From an optimization exercise on the open Yosys and OpenROAD flow, aimed at small area, a short achievable clock period and few clock cycles; shortcuts taken in it are not production practice. In this exercise RTL edits were held to simulation tests only and were not proved equivalent to the original. Power and IR drop assume default switching activity.

### config.mk
export PLATFORM = sky130hd
export DESIGN_NAME = bfx
export DESIGN_NICKNAME = bfx
export VERILOG_FILES = /design/flow/design.v
export SDC_FILE = /design/flow/constraint.sdc
export NUM_CORES = 4
export LEC_CHECK = 0
export ABC_CLOCK_PERIOD_IN_PS = 3500
export CAP_MARGIN = 20
export CORE_MARGIN = 2
export CORE_UTILIZATION = 45
export SETUP_SLACK_MARGIN = 5
export SLEW_MARGIN = 20
### constraint.sdc
create_clock -name core_clock -period 10.0 [get_ports {clk}]
set_input_delay 2.0000 -clock core_clock [delete_from_list [all_inputs] [get_ports {clk}]]
set_output_delay 2.0000 -clock core_clock [all_outputs]
set_load 0.01 [all_outputs]
### design.v
module bfx (
    input  wire         clk,
    input  wire         rst,           
    input  wire         we,
    input  wire [25:0]  addr,
    input  wire [31:0]  wdata,
    output reg  [31:0]  rdata,
    output wire         busy,
    output wire [31:0]  status,
    output wire [127:0] res
);
    localparam CAP_BYTES = 32;
    localparam CAP_BITS  = 8 * CAP_BYTES;
    localparam NATIVE_LE = 1;
    localparam OP_NOP      = 8'h00;
    localparam OP_ZEROS    = 8'h01;
    localparam OP_LOAD     = 8'h02;
    localparam OP_GET_BIT  = 8'h08;
    localparam OP_GBR      = 8'h09;
    localparam OP_EXTRACT  = 8'h0A;
    localparam OP_READ_U   = 8'h10;
    localparam OP_READ_I   = 8'h11;
    localparam OP_FIND     = 8'h30;
    localparam OP_RFIND    = 8'h31;
    localparam OP_FA_FIRST = 8'h32;
    localparam OP_FA_NEXT  = 8'h33;
    localparam E_NONE      = 4'd0;
    localparam E_CREATION  = 4'd1;
    localparam E_INTERPRET = 4'd2;
    localparam E_BYTEALIGN = 4'd4;
    localparam E_INDEX     = 4'd5;
    localparam E_ILLEGAL   = 4'd6;
    localparam E_VALUE     = 4'd7;
    localparam S_IDLE  = 3'd0;
    localparam S_START = 3'd1;    
    localparam S_FCH   = 3'd2;    
    localparam S_SIGN  = 3'd3;    
    localparam S_SCMP  = 3'd4;    
    localparam W   = 48;          
    localparam K   = 32;          
    localparam KB  = 5;           
    localparam NW  = 16;          
    localparam NWB = 4;           
    localparam BW  = 8 - KB;      
    localparam WW  = 8 - NWB;     
    localparam WIN = K + NW - 1;  
    localparam [7:0] KP = K;      
    localparam [7:0] KM = 256 - K;
    reg [CAP_BITS-1:0] stor0, stor1;
    reg [31:0]  cmd_r, arg0, arg1, arg2;
    reg [127:0] res_r;
    reg         st_busy, st_err, st_found, st_ovr;
    reg [3:0]   st_errcode;
    reg [2:0]   off0, off1;
    reg [8:0]   len0, len1;
    reg [8:0]   fa_next, fa_end;
    reg         fa_ba, fa_active;
    reg [2:0]    state;
    reg [3:0]    d_err;       
    reg [7:0]    t;           
    reg [7:0]    fn;          
    reg [1:0]    fc;          
    reg [7:0]    s_lo, s_hi;  
    reg          s_none, s_ba;
    reg [BW-1:0] fb, cb;      
    reg [WW-1:0] fch, cch;    
    reg [K-1:0]  mv;
    reg [WIN-1:0] win;
    reg [NW-1:0] nw1_r, nw0_r;  
    reg          lw_r;        
    reg [WW-1:0] n_cl;        
    reg [NWB-1:0] n_elo;      
    reg          spec_ok;     
    reg          hit_r;       
    reg  [7:0] lastop;
    assign busy   = st_busy;
    assign status = {8'd0, lastop, 4'd0, st_errcode, 4'd0, st_ovr, st_found, st_err, st_busy};
    assign res    = res_r;
    wire [9:0] nb0_s = {7'd0, off0} + {1'b0, len0} + 10'd7;
    wire [9:0] nb1_s = {7'd0, off1} + {1'b0, len1} + 10'd7;
    wire [5:0] nb0 = (len0 == 9'd0) ? 6'd0 : nb0_s[8:3];
    wire [5:0] nb1 = (len1 == 9'd0) ? 6'd0 : nb1_s[8:3];
    wire        reg_sel  = (addr[25:12] == 14'd0) && (addr[1:0] == 2'b00);
    wire [11:0] roff     = addr[11:0];
    wire        win0_sel = (addr[25:24] == 2'd1) && (addr[23:5] == 19'd0) && (addr[1:0] == 2'b00);
    wire        win1_sel = (addr[25:24] == 2'd2) && (addr[23:5] == 19'd0) && (addr[1:0] == 2'b00);
    wire [2:0]  win_word = addr[4:2];
    wire wr_ctrl = we && reg_sel && (roff == 12'h010);
    wire wr_cmd  = we && reg_sel && (roff == 12'h014);
    wire wr_arg0 = we && reg_sel && (roff == 12'h018);
    wire wr_arg1 = we && reg_sel && (roff == 12'h01C);
    wire wr_arg2 = we && reg_sel && (roff == 12'h020);
    wire wr_win0 = we && win0_sel;
    wire wr_win1 = we && win1_sel;
    wire soft_rst = wr_ctrl && wdata[0];
    wire wr_cmdx  = we && (addr[6:2] == 5'h05);
    wire accept   = wr_cmd && !st_busy;
    wire dropped  = (wr_cmd || wr_win0 || wr_win1) && st_busy;
    function [31:0] bus_word(input [31:0] s);
        integer l, k;
        begin
            for (l = 0; l < 4; l = l + 1)
                for (k = 0; k < 8; k = k + 1)
                    bus_word[8*l + 7 - k] = s[8*l + k];
        end
    endfunction
    wire [31:0] wd_s = bus_word(wdata);    
    wire [2:0]  s1_sel  = st_busy ? (fch >> (5 - NWB)) : win_word;
    wire [31:0] s1_word = stor1[32*s1_sel +: 32];
    wire [31:0] s0_word = stor0[32*win_word +: 32];
    wire [7:0] w_op  = wdata[7:0];
    wire       w_l   = wdata[9];
    wire       w_ba  = wdata[10];
    wire       w_p   = wdata[11];
    wire [1:0] w_end = wdata[13:12];
    wire       w_le  = (w_end == 2'd1) || (w_end == 2'd2 && NATIVE_LE == 1);
    reg       w_legal;
    reg [7:0] w_allowed;
    always @(*) begin
        w_legal   = 1'b1;
        w_allowed = 8'h00;
        case (w_op)
            OP_NOP, OP_FA_NEXT:             w_allowed = 8'h00;
            OP_ZEROS, OP_LOAD:              w_allowed = 8'h01;
            OP_GET_BIT, OP_GBR:             w_allowed = 8'h02;
            OP_EXTRACT:                     w_allowed = 8'h0A;
            OP_READ_U, OP_READ_I:           w_allowed = 8'h32;
            OP_FIND, OP_RFIND, OP_FA_FIRST: w_allowed = 8'h04;
            default:                        w_legal = 1'b0;
        endcase
    end
    wire w_is_read = (w_op == OP_READ_U) || (w_op == OP_READ_I);
    wire w_illegal = !w_legal || (wdata[31:16] != 16'd0) || ((wdata[15:8] & ~w_allowed) != 8'd0)
                     || (w_is_read && w_end == 2'd3);
    wire       a0_hi = |arg0[31:9];
    wire       a1_hi = |arg1[31:9];
    wire [8:0] a0s   = arg0[8:0];
    wire [8:0] a1s   = arg1[8:0];
    wire [9:0] s01   = {1'b0, a0s} + {1'b0, a1s};
    wire c_z_bad  = a0_hi || (a0s > 9'd256);
    wire c_l_bad  = (|arg2[31:6]) || (arg2[5:0] > 6'd32) || (|arg0[31:3]) || a1_hi
                    || (s01 > {1'b0, arg2[5:0], 3'b000});
    wire c_gb_bad = a0_hi || (a0s >= len0);
    wire c_gr_bad = a0_hi || a1_hi || (a1s > len0) || (a0s > a1s);
    wire c_x_wide = a1_hi || (a1s > 9'd128);
    wire c_x_rng  = a0_hi || a1_hi || (s01 > {1'b0, len0});
    wire c_a1z    = (arg1 == 32'd0);
    wire c_align  = (arg1[2:0] != 3'd0);
    reg [3:0] w_err;
    always @(*) begin
        w_err = E_NONE;
        if (w_illegal) w_err = E_ILLEGAL;
        else case (w_op)
            OP_ZEROS, OP_LOAD:
                        if (w_op == OP_ZEROS ? c_z_bad : c_l_bad) w_err = E_CREATION;
            OP_GET_BIT: if (c_gb_bad) w_err = E_INDEX;
            OP_GBR:     if (c_gr_bad) w_err = E_INDEX;
            OP_EXTRACT: if (c_x_wide) w_err = E_INTERPRET;
                        else if (c_x_rng) w_err = E_INDEX;
            OP_READ_U, OP_READ_I:
                        if (c_x_wide || c_a1z) w_err = E_INTERPRET;
                        else if (w_le && c_align) w_err = E_BYTEALIGN;
                        else if (c_x_rng) w_err = E_INDEX;
            OP_FIND, OP_RFIND, OP_FA_FIRST:
                        if (len1 == 9'd0) w_err = E_VALUE;
                        else if (c_gr_bad) w_err = E_INDEX;
            default: ;
        endcase
    end
    wire [7:0] a0b  = arg0[7:0];
    wire [7:0] a1b  = arg1[7:0];
    wire [7:0] o0   = {5'd0, off0};
    wire [7:0] a1r8 = (a1b + 8'd7) & 8'hF8;
    wire [7:0] pad1 = (8'd0 - a1b) & 8'h07;
    wire [7:0] tU   = o0 + a0b;
    wire [7:0] tA   = 8'd0 - (tU + a1b);           
    wire [7:0] tB   = a0b - (o0 + len0[7:0]);      
    wire [7:0] tG   = ~tU;                         
    wire [7:0] tAP  = 8'd0 - (tU + a1r8);          
    wire [7:0] tBP  = tB - pad1;                   
    wire [7:0] tLE0 = 8'd208 - tU;                 
    wire [7:0] tLE1 = tB + a1b + 8'd208;           
    wire [10:0] lo_a  = {2'b0, a0s};
    wire [10:0] hi_a  = {2'b0, a1s} - {2'b0, len1};
    wire [10:0] lo_b  = (lo_a + 11'd7) & ~11'd7;
    wire [10:0] hi_b  = hi_a & ~11'd7;
    wire [10:0] lo_f0 = {2'b0, fa_next};
    wire [10:0] hi_f0 = {2'b0, fa_end} - {2'b0, len1};
    wire [10:0] lo_f  = fa_ba ? ((lo_f0 + 11'd7) & ~11'd7) : lo_f0;
    wire [10:0] hi_f  = fa_ba ? (hi_f0 & ~11'd7) : hi_f0;
    wire none_a = $signed(hi_a) < $signed(lo_a);
    wire none_b = $signed(hi_b) < $signed(lo_b);
    wire none_f = ($signed(hi_f) < $signed(lo_f)) || !fa_active;
    wire [7:0] sbase = 8'd208 - o0 + {5'd0, off1};
    wire [7:0] t_sa  = {sbase[7:KB] - lo_a[7:KB], sbase[KB-1:0]};
    wire [7:0] t_sb  = {sbase[7:KB] - lo_b[7:KB], sbase[KB-1:0]};
    wire [7:0] t_sf  = {sbase[7:KB] - lo_f[7:KB], sbase[KB-1:0]};
    wire [7:0] t_sr  = {sbase[7:KB] - hi_a[7:KB], sbase[KB-1:0]};
    wire w_fa_nx = (w_op == OP_FA_NEXT);
    wire [7:0] t0_rd = w_le ? (w_l ? tLE1 : tLE0) : (w_l ? tB : tA);
    wire [7:0] t0_ex = w_l ? (w_p ? tBP : tB) : (w_p ? tAP : tA);
    wire [7:0] t0_gb = w_l ? tB : tG;
    wire [7:0] t0_fl = w_op[4] ? t0_rd : (w_op[1] ? t0_ex : t0_gb);
    wire [7:0] t0_sr = (w_op[1:0] == 2'b11) ? t_sf : (w_op[1:0] == 2'b01) ? t_sr : (w_ba ? t_sb : t_sa);
    wire [7:0] t0    = w_op[5] ? t0_sr : t0_fl;
    wire [7:0]    t_spec = fa_active ? t_sf : t_sa;
    wire [BW-1:0] b_spec = fa_active ? lo_f[7:KB] : lo_a[7:KB];
    wire          w_hit  = spec_ok && (fa_active ? (w_op == OP_FA_NEXT)
                                                 : ((w_op == OP_FIND || w_op == OP_FA_FIRST)
                                                    && (!w_ba || lo_b[7:KB] == lo_a[7:KB])));
    wire [CAP_BITS-1:0] rvec;
    genvar gi;
    generate
        for (gi = 0; gi < CAP_BITS; gi = gi + 1) begin : g_rev
            assign rvec[gi] = stor0[CAP_BITS-1-gi];
        end
    endgenerate
    wire [CAP_BITS+W-2:0] rs8 = {rvec[W-2:0], rvec};
    wire [W+127-1:0] rs7 = t[7] ? rs8[W+127-1+128:128] : rs8[W+127-1:0];
    wire [W+63-1:0]  rs6 = t[6] ? rs7[W+63-1+64:64]   : rs7[W+63-1:0];
    wire [W+31-1:0]  rs5 = t[5] ? rs6[W+31-1+32:32]   : rs6[W+31-1:0];
    wire [W+15-1:0]  rs4 = t[4] ? rs5[W+15-1+16:16]   : rs5[W+15-1:0];
    wire [W+7-1:0]   rs3 = t[3] ? rs4[W+7-1+8:8]      : rs4[W+7-1:0];
    wire [W+3-1:0]   rs2 = t[2] ? rs3[W+3-1+4:4]      : rs3[W+3-1:0];
    wire [W+1-1:0]   rs1 = t[1] ? rs2[W+1-1+2:2]      : rs2[W+1-1:0];
    wire [W-1:0]     rot = t[0] ? rs1[W-1+1:1]        : rs1[W-1:0];
    wire [7:0] op    = cmd_r[7:0];
    wire       f_b   = cmd_r[8];
    wire       f_l   = cmd_r[9];
    wire       f_bam = cmd_r[10];
    wire       f_p   = cmd_r[11];
    wire [1:0] f_end = cmd_r[13:12];
    wire       is_read = (op == OP_READ_U) || (op == OP_READ_I);
    wire       fa_nx = (op == OP_FA_NEXT);
    wire       s_rev = (op == OP_RFIND);
    wire [5:0]  z_nb  = (arg0[8:0] + 9'd7) >> 3;
    wire [8:0]  gr_ns  = f_l ? (len0 - a1s) : a0s;
    wire [8:0]  gr_ne  = f_l ? (len0 - a0s) : a1s;
    wire [9:0]  gr_fs  = {7'd0, off0} + gr_ns;
    wire [9:0]  gr_fe  = {7'd0, off0} + gr_ne + 10'd7;
    wire [9:0]  gr_first = gr_fs >> 3;
    wire [9:0]  gr_count = (gr_ns == gr_ne) ? 10'd0 : ((gr_fe >> 3) - gr_first);
    wire        f_le   = is_read && ((f_end == 2'd1) || (f_end == 2'd2 && NATIVE_LE == 1));
    wire        f_pp   = (op == OP_EXTRACT) && f_p;
    wire [7:0]  f_pad  = (8'd0 - fn) & 8'h07;
    wire [7:0]  f_mlo  = f_pp ? f_pad : 8'd0;
    wire [7:0]  f_mhi  = f_pp ? (fn + f_pad) : fn;
    wire [1:0]  f_last = (f_mhi > 8'd96) ? 2'd2 : (f_mhi > 8'd48) ? 2'd1 : 2'd0;
    reg [W-1:0] f_data;
    integer bi;
    always @(*) begin
        for (bi = 0; bi < W/8; bi = bi + 1)
            f_data[8*bi +: 8] = f_le ? rot[8*(W/8-1-bi) +: 8] : rot[8*bi +: 8];
    end
    wire [7:0] f_base = (fc == 2'd0) ? 8'd0 : (fc == 2'd1) ? 8'd48 : 8'd96;
    wire [7:0] f_rem  = f_mhi - f_base;
    reg  [W-1:0] f_cm;
    integer mi;
    always @(*) begin
        for (mi = 0; mi < W; mi = mi + 1)
            f_cm[mi] = (mi < f_rem) && ((fc != 2'd0) || (mi >= f_mlo));
    end
    wire [W-1:0] f_md = f_data & f_cm;
    wire [7:0] t_sign = f_le ? (t + 8'd55 - f_rem) : (t + f_rem - 8'd1);
    wire [7:0] t_fnx  = (fc == f_last && op == OP_READ_I) ? t_sign
                                                           : (f_le ? (t - 8'd48) : (t + 8'd48));
    wire       f_sign = rot[0];
    reg [127:0] f_res, f_ext;
    integer ri;
    always @(*) begin
        for (ri = 0; ri < 128; ri = ri + 1) begin
            if (ri / W == fc)
                f_res[ri] = f_md[ri % W];
            else if (state == S_START)
                f_res[ri] = 1'b0;
            else
                f_res[ri] = res_r[ri];
            f_ext[ri] = res_r[ri] | (f_sign && ((ri / W > fc) || (ri / W == fc && !f_cm[ri % W])));
        end
    end
    wire [9:0]    n_end = {7'd0, off1} + {1'b0, len1} - 10'd1;
    wire [NW-1:0] n_word = st_busy ? s1_word[NW*(fch % (32/NW)) +: NW] : stor1[NW-1:0];
    reg [WIN-1:0] win_in;
    integer wi;
    always @(*) begin
        for (wi = 0; wi < WIN; wi = wi + 1)
            win_in[wi] = rot[W-1-wi];
    end
    reg [NW-1:0] n_want1, n_want0;
    integer ni;
    always @(*) begin
        for (ni = 0; ni < NW; ni = ni + 1) begin
            n_want1[ni] = ((fch != 0) || (ni >= off1)) && ((fch != n_cl) || (ni <= n_elo)) && n_word[ni];
            n_want0[ni] = ((fch != 0) || (ni >= off1)) && ((fch != n_cl) || (ni <= n_elo)) && !n_word[ni];
        end
    end
    reg [K-1:0] s_match;
    reg [NW-1:0] s_bad;
    integer ki, vi;
    always @(*) begin
        for (ki = 0; ki < K; ki = ki + 1) begin
            for (vi = 0; vi < NW; vi = vi + 1)
                s_bad[vi] = win[ki + vi] ? nw0_r[vi] : nw1_r[vi];
            s_match[ki] = ~|s_bad;
        end
    end
    reg [K-1:0] s_cmask;
    integer ci;
    always @(*) begin
        for (ci = 0; ci < K; ci = ci + 1)
            s_cmask[ci] = ((cb != s_lo[7:KB]) || (ci >= s_lo[KB-1:0]))
                       && ((cb != s_hi[7:KB]) || (ci <= s_hi[KB-1:0]))
                       && (!s_ba || (ci % 8 == 0));
    end
    wire [K-1:0] s_mv  = s_match & s_cmask & ((cch == 0) ? {K{1'b1}} : mv);
    wire         s_any = |s_mv;
    reg  [K-1:0]  s_oh;
    reg           s_seen;
    integer pi;
    always @(*) begin
        s_seen = 1'b0;
        for (pi = 0; pi < K; pi = pi + 1) begin
            s_oh[pi] = s_mv[pi] && !s_seen;
            s_seen   = s_seen || s_mv[pi];
        end
        if (s_rev) begin
            s_seen = 1'b0;
            for (pi = K - 1; pi >= 0; pi = pi - 1) begin
                s_oh[pi] = s_mv[pi] && !s_seen;
                s_seen   = s_seen || s_mv[pi];
            end
        end
    end
    reg  [KB-1:0] s_idx, s_idxn;
    reg           s_cy;
    integer qi;
    always @(*) begin
        s_idx = 0; s_idxn = 0; s_cy = 1'b0;
        for (qi = 0; qi < K; qi = qi + 1)
            if (s_oh[qi]) begin
                s_idx  = s_idx | qi;
                s_idxn = s_idxn | ((qi + (s_ba ? 8 : 1)) % K);
                s_cy   = s_cy | ((qi + (s_ba ? 8 : 1)) >= K);
            end
    end
    wire [8:0]    s_pos  = {1'b0, cb, s_idx};
    wire [BW:0]   cb1    = {1'b0, cb} + 1'b1;
    wire [8:0]    s_nxt  = s_cy ? {cb1, s_idxn} : {1'b0, cb, s_idxn};
    wire [BW-1:0] s_endb = s_rev ? s_lo[7:KB] : s_hi[7:KB];
    wire          s_lastw = lw_r;
    wire          f_more  = (fch != n_cl);
    wire [7:0]    t_nxt   = f_more ? (t - NW)
                                   : (t + ({n_cl, {NWB{1'b0}}}) + (s_rev ? KP : KM));
    wire [BW-1:0] fb_nxt  = f_more ? fb : (s_rev ? fb - 1'b1 : fb + 1'b1);
    wire [WW-1:0] fch_nxt = f_more ? fch + 1'b1 : 0;
    wire [BW-1:0] s_b0 = s_rev ? s_hi[7:KB] : s_lo[7:KB];
    wire        zclr  = (state == S_START) && (d_err == E_NONE) && (op == OP_ZEROS);
    wire [31:0] bus_d = zclr ? 32'd0 : wd_s;
    reg  [CAP_BYTES-1:0] en0, en1;
    integer i;
    always @(*) begin
        for (i = 0; i < CAP_BYTES; i = i + 1) begin
            en0[i] = !rst && ((wr_win0 && !st_busy && win_word == i / 4) || (zclr && !f_b && i < z_nb));
            en1[i] = !rst && ((wr_win1 && !st_busy && win_word == i / 4) || (zclr &&  f_b && i < z_nb));
        end
    end
    always @(posedge clk) begin
        for (i = 0; i < CAP_BYTES; i = i + 1) begin
            if (en0[i]) stor0[8*i +: 8] <= bus_d[8*(i%4) +: 8];
            if (en1[i]) stor1[8*i +: 8] <= bus_d[8*(i%4) +: 8];
        end
    end
    task complete_err(input [3:0] code);
        begin
            st_err     <= 1'b1;
            st_errcode <= code;
            lastop     <= op;
            st_busy    <= 1'b0;
            state      <= S_IDLE;
        end
    endtask
    task complete_ok;
        begin
            st_err     <= 1'b0;
            st_errcode <= E_NONE;
            lastop     <= op;
            st_busy    <= 1'b0;
            state      <= S_IDLE;
        end
    endtask
    always @(posedge clk) begin
        if (rst || soft_rst) begin
            cmd_r <= 32'd0; arg0 <= 32'd0; arg1 <= 32'd0; arg2 <= 32'd0;
            res_r <= 128'd0;
            st_busy <= 1'b0; st_err <= 1'b0; st_found <= 1'b0; st_ovr <= 1'b0;
            st_errcode <= 4'd0; lastop <= 8'd0; spec_ok <= 1'b0;
            off0 <= 3'd0; len0 <= 9'd0;
            off1 <= 3'd0; len1 <= 9'd0;
            fa_next <= 9'd0; fa_end <= 9'd0; fa_ba <= 1'b0; fa_active <= 1'b0;
            state <= S_IDLE;
        end else begin
            if (wr_ctrl && wdata[1])
                st_ovr <= 1'b0;
            else if (dropped)
                st_ovr <= 1'b1;
            if (wr_arg0) arg0 <= wdata;
            if (wr_arg1) arg1 <= wdata;
            if (wr_arg2) arg2 <= wdata;
            if (accept) begin
                cmd_r   <= wdata;
                st_busy <= 1'b1;
                state   <= S_START;
            end
            if (!st_busy) begin
                d_err   <= w_err;
                n_cl    <= n_end[7:NWB];
                n_elo   <= n_end[NWB-1:0];
                fn      <= (w_op == OP_GET_BIT) ? 8'd1 : a1b;
                fc      <= 2'd0;
                hit_r   <= w_hit;
                spec_ok <= !wr_arg0 && !wr_cmdx;
                win     <= win_in;
                nw1_r   <= n_want1;
                nw0_r   <= n_want0;
                lw_r    <= (n_cl == 0);
                cb      <= b_spec;
                cch     <= 0;
                fb      <= (n_cl != 0) ? b_spec : b_spec + 1'b1;
                if (wr_cmdx && w_hit) begin
                    fch <= (n_cl != 0) ? 1 : 0;
                    t   <= (n_cl != 0) ? t - NW : t + KM;
                end else begin
                    fch <= 0;
                    t   <= wr_cmdx ? t0 : t_spec;
                end
                s_lo    <= w_fa_nx ? lo_f[7:0] : w_ba ? lo_b[7:0] : lo_a[7:0];
                s_hi    <= w_fa_nx ? hi_f[7:0] : w_ba ? hi_b[7:0] : hi_a[7:0];
                s_none  <= w_fa_nx ? none_f : w_ba ? none_b : none_a;
                s_ba    <= w_fa_nx ? fa_ba : w_ba;
            end
            case (state)
                S_START: begin
                    if (d_err != E_NONE) begin
                        complete_err(d_err);
                    end else begin
                        case (op)
                            OP_ZEROS: begin
                                if (f_b) begin off1 <= 3'd0; len1 <= a0s; end
                                else     begin off0 <= 3'd0; len0 <= a0s; end
                                fa_active <= 1'b0;
                                complete_ok;
                            end
                            OP_LOAD: begin
                                if (f_b) begin
                                    off1 <= c_a1z ? 3'd0 : arg0[2:0];
                                    len1 <= a1s;
                                end else begin
                                    off0 <= c_a1z ? 3'd0 : arg0[2:0];
                                    len0 <= a1s;
                                end
                                fa_active <= 1'b0;
                                complete_ok;
                            end
                            OP_GBR: begin
                                res_r <= {64'd0, 22'd0, gr_count, 22'd0, gr_first};
                                complete_ok;
                            end
                            OP_GET_BIT, OP_EXTRACT, OP_READ_U, OP_READ_I: begin
                                res_r <= f_res;
                                t     <= t_fnx;
                                if (f_last != 2'd0) begin
                                    fc    <= 2'd1;
                                    state <= S_FCH;
                                end else if (op == OP_READ_I) state <= S_SIGN;
                                else complete_ok;
                            end
                            OP_FIND, OP_RFIND, OP_FA_FIRST, OP_FA_NEXT: begin
                                if (op == OP_FA_FIRST) begin
                                    fa_end <= a1s;
                                    fa_ba  <= f_bam;
                                end
                                if (s_none) begin
                                    st_found <= 1'b0;
                                    res_r    <= {96'd0, 32'hFFFF_FFFF};
                                    if (op == OP_FA_FIRST) begin
                                        fa_next   <= a1s;
                                        fa_active <= 1'b0;
                                    end else if (fa_nx) begin
                                        if (fa_active) fa_next <= fa_end;
                                        fa_active <= 1'b0;
                                    end
                                    complete_ok;
                                end else if (hit_r) begin
                                    res_r[127:32] <= 96'd0;
                                    search_step;
                                end else begin
                                    win  <= win_in;
                                    nw1_r <= n_want1;
                                    nw0_r <= n_want0;
                                    lw_r <= (fch == n_cl);
                                    res_r[127:32] <= 96'd0;
                                    cb   <= s_b0;
                                    cch  <= 0;
                                    if (n_cl != 0) begin
                                        fb  <= s_b0;
                                        fch <= 1;
                                        t   <= t - NW;
                                    end else begin
                                        fb  <= s_rev ? s_b0 - 1'b1 : s_b0 + 1'b1;
                                        fch <= 0;
                                        t   <= t + (s_rev ? KP : KM);
                                    end
                                    state <= S_SCMP;
                                end
                            end
                            default: complete_ok;    
                        endcase
                    end
                end
                S_FCH: begin
                    res_r <= f_res;
                    t     <= t_fnx;
                    if (fc == f_last) begin
                        if (op == OP_READ_I) state <= S_SIGN;
                        else complete_ok;
                    end else
                        fc <= fc + 2'd1;
                end
                S_SIGN: begin
                    res_r <= f_ext;
                    complete_ok;
                end
                S_SCMP: search_step;
                default: ;
            endcase
        end
    end
    task search_step;
        begin
                    state <= S_SCMP;
                    win  <= win_in;
                    nw1_r <= n_want1;
                    nw0_r <= n_want0;
                    lw_r <= (fch == n_cl);
                    cb   <= fb;
                    cch  <= fch;
                    fb   <= fb_nxt;
                    fch  <= fch_nxt;
                    t    <= t_nxt;
                    mv   <= s_mv;
                    if (s_lastw && s_any) begin
                        st_found <= 1'b1;
                        res_r[31:0] <= {23'd0, s_pos};
                        if (op == OP_FA_FIRST || op == OP_FA_NEXT) begin
                            fa_next   <= s_nxt;
                            fa_active <= 1'b1;
                        end
                        complete_ok;
                    end else if ((s_lastw || !s_any) && cb == s_endb) begin
                        st_found <= 1'b0;
                        res_r[31:0] <= 32'hFFFF_FFFF;
                        if (op == OP_FA_FIRST || op == OP_FA_NEXT) begin
                            fa_next   <= (state == S_START && op == OP_FA_FIRST) ? a1s : fa_end;
                            fa_active <= 1'b0;
                        end
                        complete_ok;
                    end
        end
    endtask
    always @(posedge clk) begin
        rdata <= 32'd0;
        if (reg_sel) begin
            case (roff)
                12'h000: rdata <= 32'h4246_5831;
                12'h004: rdata <= 32'h0000_1000 | NATIVE_LE;
                12'h008: rdata <= CAP_BYTES;
                12'h00C: rdata <= status;
                12'h014: rdata <= cmd_r;
                12'h018: rdata <= arg0;
                12'h01C: rdata <= arg1;
                12'h020: rdata <= arg2;
                12'h030: rdata <= res_r[31:0];
                12'h034: rdata <= res_r[63:32];
                12'h038: rdata <= res_r[95:64];
                12'h03C: rdata <= res_r[127:96];
                12'h040: rdata <= {29'd0, off0};
                12'h044: rdata <= {23'd0, len0};
                12'h048: rdata <= {26'd0, nb0};
                12'h050: rdata <= {29'd0, off1};
                12'h054: rdata <= {23'd0, len1};
                12'h058: rdata <= {26'd0, nb1};
                12'h060: rdata <= {23'd0, fa_next};
                12'h064: rdata <= {23'd0, fa_end};
                12'h068: rdata <= {30'd0, fa_active, fa_ba};
                default: rdata <= 32'd0;
            endcase
        end else if (win0_sel) begin
            rdata <= bus_word(s0_word);
        end else if (win1_sel) begin
            rdata <= bus_word(s1_word);
        end
    end
endmodule
### flow/run.sh
#!/bin/bash
# The standard layout (the standard.sh, all steps unchanged), except that
# the port buffers are buf_4 cells instead of the default delay buffers.
# make's full output goes to flow.log in the work folder; ORFS keeps each
# step's log under orfs/logs/.
set -euo pipefail
cd "$(dirname "$0")/.."
bash standard.sh "BUFFER_PORTS_ARGS=-buffer_cell sky130_fd_sc_hd__buf_4" finish > flow.log 2>&1
### standard.sh
#!/bin/bash
# synth_recipe.tcl (not shown) runs the flow's synth.tcl, then flattens the netlist and writes it again
# the make line also repeats each setting of config.mk as NAME=value (left out here)
make -C /OpenROAD-flow-scripts/flow DESIGN_CONFIG=/design/flow/config.mk WORK_HOME=/design/flow/orfs CLKGATE_MAP_FILE= SYNTH_SCRIPT=/design/flow/synth_recipe.tcl "${@:-finish}"
==> metrics.cfg, run 1 <==
[sta]
final-hold-violation-count=0
finalClockSkew_ps=71.6
min_period_ps=5160
fin_ws_ps=4840
tightest_slew_ps=1300
setup_tns_ps=0
rsz0062_at_grt=yes
relSlewSlack_pct=13.1
period_share_pct=51.6
setup_viol=0
clock.fmax_mhz=194
whs_ps=458
maxSlewViolCount=0

[cts]
ctsRootBufferMaster=clkbuf_16
clk_path_buf_depth=3
clkTransAtPathRegs_ps=70
htreeDepth=3
numCtsBuffers=116
worstSkewPairLatency_ps=840
clkSinkCount=1038
cts_tree=built

[critical_path]
worstPathMaxFanout=5
arrival_ps=5670
end_kind=register
crit_type=register to register
start_kind=register
worstPathRequired_ps=10510

[floorplan]
die_w_um=413
row_count=150
die-area_um2=171000
die_h_um=413
ios=254
start_util_pct=45.2
design.core.area_um2=167000

[synth]
synth.avg_cell_area_um2=9.37
synth_xor_area_share_pct=2.26
seq_area_frac_synth_pct=36.7
ys_async_sr_fraction_pct=0
yosys_register_bits=1038
synthMuxAreaShare_pct=18.1
yosys.area_share.adder_pct=4.55
synth_top_family_by_area=compound AO/OA/AOI/OAI gates
synth-edff-count=686
synth_simple_gate_area_share_pct=15.5
synthDistinctLibCells=110
synth_compound_area_share_pct=18.1
synth.cell_area_um2=75400
ys_warn_count=1
syn_inst=8050
dominantRegCellSynth=edfxtp_1

[power]
clockPowerShare_pct=43.4
seq_power_share_pct=43.6
switching_share_pct=28.7
p_leak_uw=0.0324
switching_power_uw=3050
power.internal_uw=7590
peakVddDrop_mv=0.221
p_per_area_nw_per_um2=122
pwr-share-comb_pct=13.0

[placed_design]
place.port_buffers=237
dpl.hpwl_um=325000
place_ws_ps=3280
gp_congestion=1.08
dp_cells=10200

[min_path]
min-delay-path-class=register to register

[global_route]
grt_util_met3_pct=21.8
busiest_layer=met2
track_usage_pct=49.7
use_met1_pct=65.0
grt.overflow.total=0
met2_usage_pct=67.8
antenna_found_initial=59
grt_pass1_wl_um=587000
grt_max_degree=94
grt_pass1_vias=69000

[final_layout]
syn2layout_area_growth_pct=15.9
layout-drive-gt1-share_pct=19.6
nets=8556
finalNonFillerCells=10600
register_area_um2=27700
final_common_cell=nand2_1
mostFrequentLayoutCells=nand2_1, edfxtp_1, a21oi_1, buf_4, mux2i_1
multi_input_area_um2=45900
fill_cells=15000

[route]
routed_wl_um=440000
vias_per_cell=7.34
routedWlPerCell_um=41.6
drc=0
antenna_left=0
first_pass_iters=7
drtIter0Drc=14600
num_vias=77600

[job]
maxCapViolCount=0

[run_status]
status=finished clean

[worst max-delay path, stage by stage, from the launching register on]
cell	delay, ps
dfxtp_4	470
clkinvlp_4	240
fa_1	490
ha_1	390
a21o_1	220
a21oi_2	210
xnor2_2	150
ha_1	300
inv_1	40
ha_1	310
inv_1	100
o21bai_2	90
a21o_1	200
a21oi_2	160
xnor2_1	130
nand2_1	80
xnor2_1	160
nand2_1	80
o211ai_1	290
a311oi_4	620
o21ai_1	140
[logic make-up (layout without fill, tap and decap cells)]
group | count (synthesis) | in the layout
AND/OR/NAND/NOR | 2544 | 2545
adder cells (fa/ha/maj) | 260 | 260
buffers and inverters | 922 | 1192
AO/OA/AOI/OAI | 2130 | 2132
XOR/XNOR | 192 | 192
other | 1 | 47
multiplexers | 963 | 963
flip-flops | 1038 | 1038
[what timing repair did]
action / in CTS / in global routing
pin swaps: 23 / 38
hold buffers: 0 / 0
setup buffers: 57 / 65
gates cloned: 4 / 7
endpoints found under the setup margin: 426 / 377
gates resized for setup: 232 / 156
[area by class of cell]
type,instances,share of cell area [%]
repair buffers,706,6.73
diodes,31,0.0888
clock buffers,146,3.64
well taps,2204,3.16
inverters,265,1.21
clock inverters,75,0.981
flip-flops and latches,1038,31.7
multi-input cells,6108,52.5
[cells in the mapped netlist, drive strengths merged (38+ instances only)]
library cell	number	area, µm²
a22oi	92	691
a21oi	707	3560
a221oi	100	882
nor2	597	2240
clkbuf	494	1850
edfxtp	686	20600
and3	51	319
nand2	1059	3980
buf	163	767
nand2b	84	526
o221ai	55	488
or3	38	243
nand4	173	1090
mux4	317	7140
a31oi	48	300
and2	78	488
a22o	58	508
inv	250	938
o21ai	491	2460
dfxtp	352	7050
ha	236	2950
nor3	143	726
a21o	61	458
a211oi	88	666
o211ai	69	518
mux2	52	586
nor4	67	480
xnor2	128	1120
mux2i	594	5950
xor2	63	559
nand3	132	661
[power groups by stage]
| stage | clock [µW] | sequential (µW) | combinational [µW] |
|---|---|---|---|
| floorplan | 0 | 4700 | 746 |
| global placement | 0 | 4750 | 1200 |
| detailed placement | 0 | 4750 | 1210 |
| CTS | 4600 | 4650 | 1260 |
| global route | 4760 | 4640 | 1400 |
| finish | 4620 | 4640 | 1380 |
[worst paths after layout]
kind	startpoint	end	slack (ps)	cells after the start
hold reg to reg	cmd_r[31]	cmd_r[31]	460	2
hold / removal	cmd_r[31]	cmd_r[31]	460	2
setup reg to reg	off0[2]	t[7]	4840	20
setup / recovery	off0[2]	t[7]	4840	20
[stage by stage]
step | power (µW) | util [%] | instance area, µm²
finish | 10600 | 52.4 | 87400
global route | 10800 | 52.3 | 87300
CTS | 10500 | 51.4 | 85800
detailed placement | 5960 | 48.1 | 80200
global placement | 5950 | 48.1 | 80200
floorplan | 5440 | - | 75500
[sequential cells by signal (all words and copies together), names as in the netlist, 47 cells and up]
signal and count:
win 47, stor1 256, res_r 128, stor0 256
[per-layer routing]
metal  wire length, µm  vias up  share of wire [%]
li1                  -    30700                  -
met1            162000    38000                 37
met2            173000     7308                 39
met3             72000     1609                 16
met4             32900       34                7.5
met5               512        -               0.12
Testbench counts, summed over its fixed seeds: cycles 11,507.
==> inputs of run 2 (changes only) <==
--- a/config.mk
+++ b/config.mk
@@ -8,6 +8,6 @@
 export ABC_CLOCK_PERIOD_IN_PS = 3500
 export CAP_MARGIN = 20
 export CORE_MARGIN = 2
-export CORE_UTILIZATION = 45
+export CORE_UTILIZATION = 40
 export SETUP_SLACK_MARGIN = 5
 export SLEW_MARGIN = 20
==> run 2 against run 1 <==
Compared with the run above: still clean; clock-buffer cell count up 35; sequential share of layout area down 0.11 points; clock power up 2%; combinational power about the same; register-to-register slack better by 70 ps; cell count up 2.6%; die area up 12%; power up 0.45%; global-route usage down 5.5 points; critical endpoint is now res_r[13].
==> metrics.cfg, run 2 <==
[run_status]
status=finished clean

[global_route]
grt_max_degree=133
grt_pass1_wl_um=589000
grt_pass1_vias=69200
antenna_found_initial=47
track_usage_pct=44.1
grt.overflow.total=0

[final_layout]
syn2layout_area_growth_pct=16.4
layout-drive-gt1-share_pct=19.8
top_regs=stor0: 256 flops, stor1: 256 flops, res_r: 128 flops
final_common_cell=nand2_1
finalNonFillerCells=10800
mostFrequentLayoutCells=nand2_1, edfxtp_1, a21oi_1, buf_4, mux2i_1
nets=8545

[synth]
synth-edff-count=686
ys_async_sr_fraction_pct=0
synth_most_common_cell=nand2_1
synthDistinctLibCells=110
synth.avg_cell_area_um2=9.37
synth.cell_area_um2=75400
synth_top_cell_by_area=edfxtp_1
yosys_register_bits=1038
yosys-top-cells-area=edfxtp_1, mux4_2, dfxtp_1
synth_top_area_share_pct=27.3
ys_warn_count=1
seq_area_frac_synth_pct=36.7
synth_common_cells=nand2_1, a21oi_1, edfxtp_1
dominantRegCellSynth=edfxtp_1
syn_inst=8050

[sta]
period_share_pct=50.9
setup_viol=0
clock.fmax_mhz=196
maxSlewViolCount=0
rsz0062_at_grt=yes
tightest_slew_ps=1300
relSlewSlack_pct=12.4
final-hold-violation-count=0
finalClockSkew_ps=52.5
setup_tns_ps=0
whs_ps=455
min_period_ps=5090

[power]
seq_power_share_pct=43.3
pwr-share-comb_pct=12.7
clockPowerShare_pct=44.1
switching_power_uw=2990
peakVddDrop_mv=0.208
power.internal_uw=7700
switching_share_pct=28.0
p_per_area_nw_per_um2=122
p_leak_uw=0.0323

[critical_path]
reg2reg_to=res_r[13]
rrSetupSlack_ps=4910
worstPathMaxFanout=26
start_kind=register
worstPathRequired_ps=10650
arrival_ps=5750
end_kind=register
endpoint=res_r[13]
rr_worst_depth=19
r2r-start=cmd_r[0]
worstSetupStartpoint=cmd_r[0]
crit_type=register to register

[route]
routed_wl_um=439000
num_vias=75400
drc=0
routedWlPerCell_um=40.5
vias_per_cell=6.95
drtIter0Drc=12100
antenna_left=0
first_pass_iters=7

[placed_design]
gp_congestion=1.06
dpl.hpwl_um=324000
place.port_buffers=237
dp_cells=10400

[cts]
clkSinkCount=1038
ctsHoldBuffers=0
htreeDepth=3
clk_path_buf_depth=3
numCtsBuffers=119
cts_tree=built
worstSkewPairLatency_ps=830
clkTransAtPathRegs_ps=60
ctsRootBufferMaster=clkbuf_16

[floorplan]
die_w_um=438
die-area_um2=192000
die_h_um=438
start_util_pct=40.2
design.core.area_um2=188000
ios=254
row_count=159

[job]
maxCapViolCount=0

[min_path]
min-delay-path-class=register to register

[run 2: cell counts after synthesis]
Identical to the previous run, type by type.
[run 2: power groups by stage]
stage          clock network, µW  registers, µW  logic (µW)
6_report                    4710           4630        1350
5_1_grt                     4890           4630        1380
4_1_cts                     4730           4640        1230
3_5_place_dp                   0           4740        1190
3_3_place_gp                   0           4740        1180
2_1_floorplan                  0           4700         746
[run 2: worst min path at each step]
| stage | from | end | cells after the start |
|---|---|---|---|
| final | cmd_r[15] | cmd_r[15] | 2 |
| after global routing | cmd_r[24] | cmd_r[24] | 2 |
| after CTS | cmd_r[15] | cmd_r[15] | 2 |
| after detailed placement | cmd_r[15] | cmd_r[15] | 2 |
| after global placement | cmd_r[17] | cmd_r[17] | 2 |
| after floorplan | cmd_r[17] | cmd_r[17] | 2 |
[run 2: worst max-delay path: stages (launching register included)]
cell	delay (ps)
dfxtp_1	670
inv_1	350
nor2_4	430
nand2_1	90
buf_4	230
clkinv_1	180
buf_4	290
nor3_1	100
a221o_1	300
o31ai_1	80
buf_4	340
nor4_4	50
buf_4	270
a21oi_1	210
buf_4	270
o21ai_0	150
a2111oi_1	520
nand2_1	100
a21oi_1	170
nor2_1	50
[run 2: routing by layer]
metal | wire, µm | GRT usage [%] | vias to the layer above
met3 | 48400 | 11.2 | 1515
met1 | 157000 | 53.5 | 37400
met2 | 187000 | 66.2 | 5764
met4 | 46800 | 36.3 | 18
met5 | 122 | 0.0248 | -
li1 | - | - | 30700
[run 2: metrics by stage]
| stage | total power (µW) | area (µm²) | util (%) | setup slack, ps |
|---|---|---|---|---|
| after floorplan | 5440 | 75500 | - | 5010 |
| after global placement | 5920 | 80300 | 42.8 | 3430 |
| after detailed placement | 5930 | 80400 | 42.8 | 3360 |
| after CTS | 10600 | 86000 | 45.8 | 5000 |
| after global routing | 10900 | 87700 | 46.8 | 4870 |
| final | 10700 | 87800 | 46.8 | 4910 |
[run 2: cell families after synthesis]
logic type / after synthesis / share of synthesized area (%)
fa+ha+maj: 260 / 4.55
buf+inv: 922 / 4.80
xor+xnor: 192 / 2.26
mux: 963 / 18.1
simple gates: 2544 / 15.5
flops: 1038 / 36.7
other cells: 1 / 0.00497
compound gates: 2130 / 18.1
[run 2: layout make-up]
type | instances | area, µm²
clock inverters | 47 | 617
well taps | 2495 | 3120
repair buffers | 692 | 5650
fillers | 17800 | 99800
inverters | 265 | 1070
diodes | 18 | 45.0
clock buffers | 181 | 3560
flip-flops and latches | 1038 | 27700
multi-input cells | 6108 | 46000
[run 2: repair_timing]
| action | CTS | global route |
|---|---|---|
| buffers inserted | 67 | 87 |
| cloned | 4 | 4 |
| endpoints found under the setup margin | 481 | 264 |
| hold endpoints to repair | 0 | 0 |
| resized for setup | 185 | 191 |
| pin swaps | 17 | 55 |

[re-timing with driven ports]
No port has a modelled driver above. Below, the same layouts with a new extraction and two added sets of constraints. Step 1 (the two cells are an assumption about what drives the block):
set clk [get_ports {clk}]
set_driving_cell -lib_cell sky130_fd_sc_hd__clkbuf_16 $clk
set_driving_cell -lib_cell sky130_fd_sc_hd__buf_2 [delete_from_list [all_inputs] $clk]
Step 2 adds t to the input delays and takes it off the output delays; t is the mean of the earliest and latest rising clock arrival at the registers after step 1. Input paths then give back, and output paths get back, about the clock's delay inside the block. Slacks: ideal ports / drivers / drivers and shift; pairs: ideal ports / drivers.
run | t, ns | slack for setup (ns) | worst register clock-pin slew, ns
run 1 | 0.893 | 4.839 / 4.839 / 4.026 | 0.07 / 0.07
run 2 | 0.893 | 4.908 / 4.908 / 4.153 | 0.08 / 0.08
After both steps every run listed still meets setup and hold. The setup slack of run 1, which loses most, moves by 0.000 ns with the drivers and by -0.813 ns with both steps.
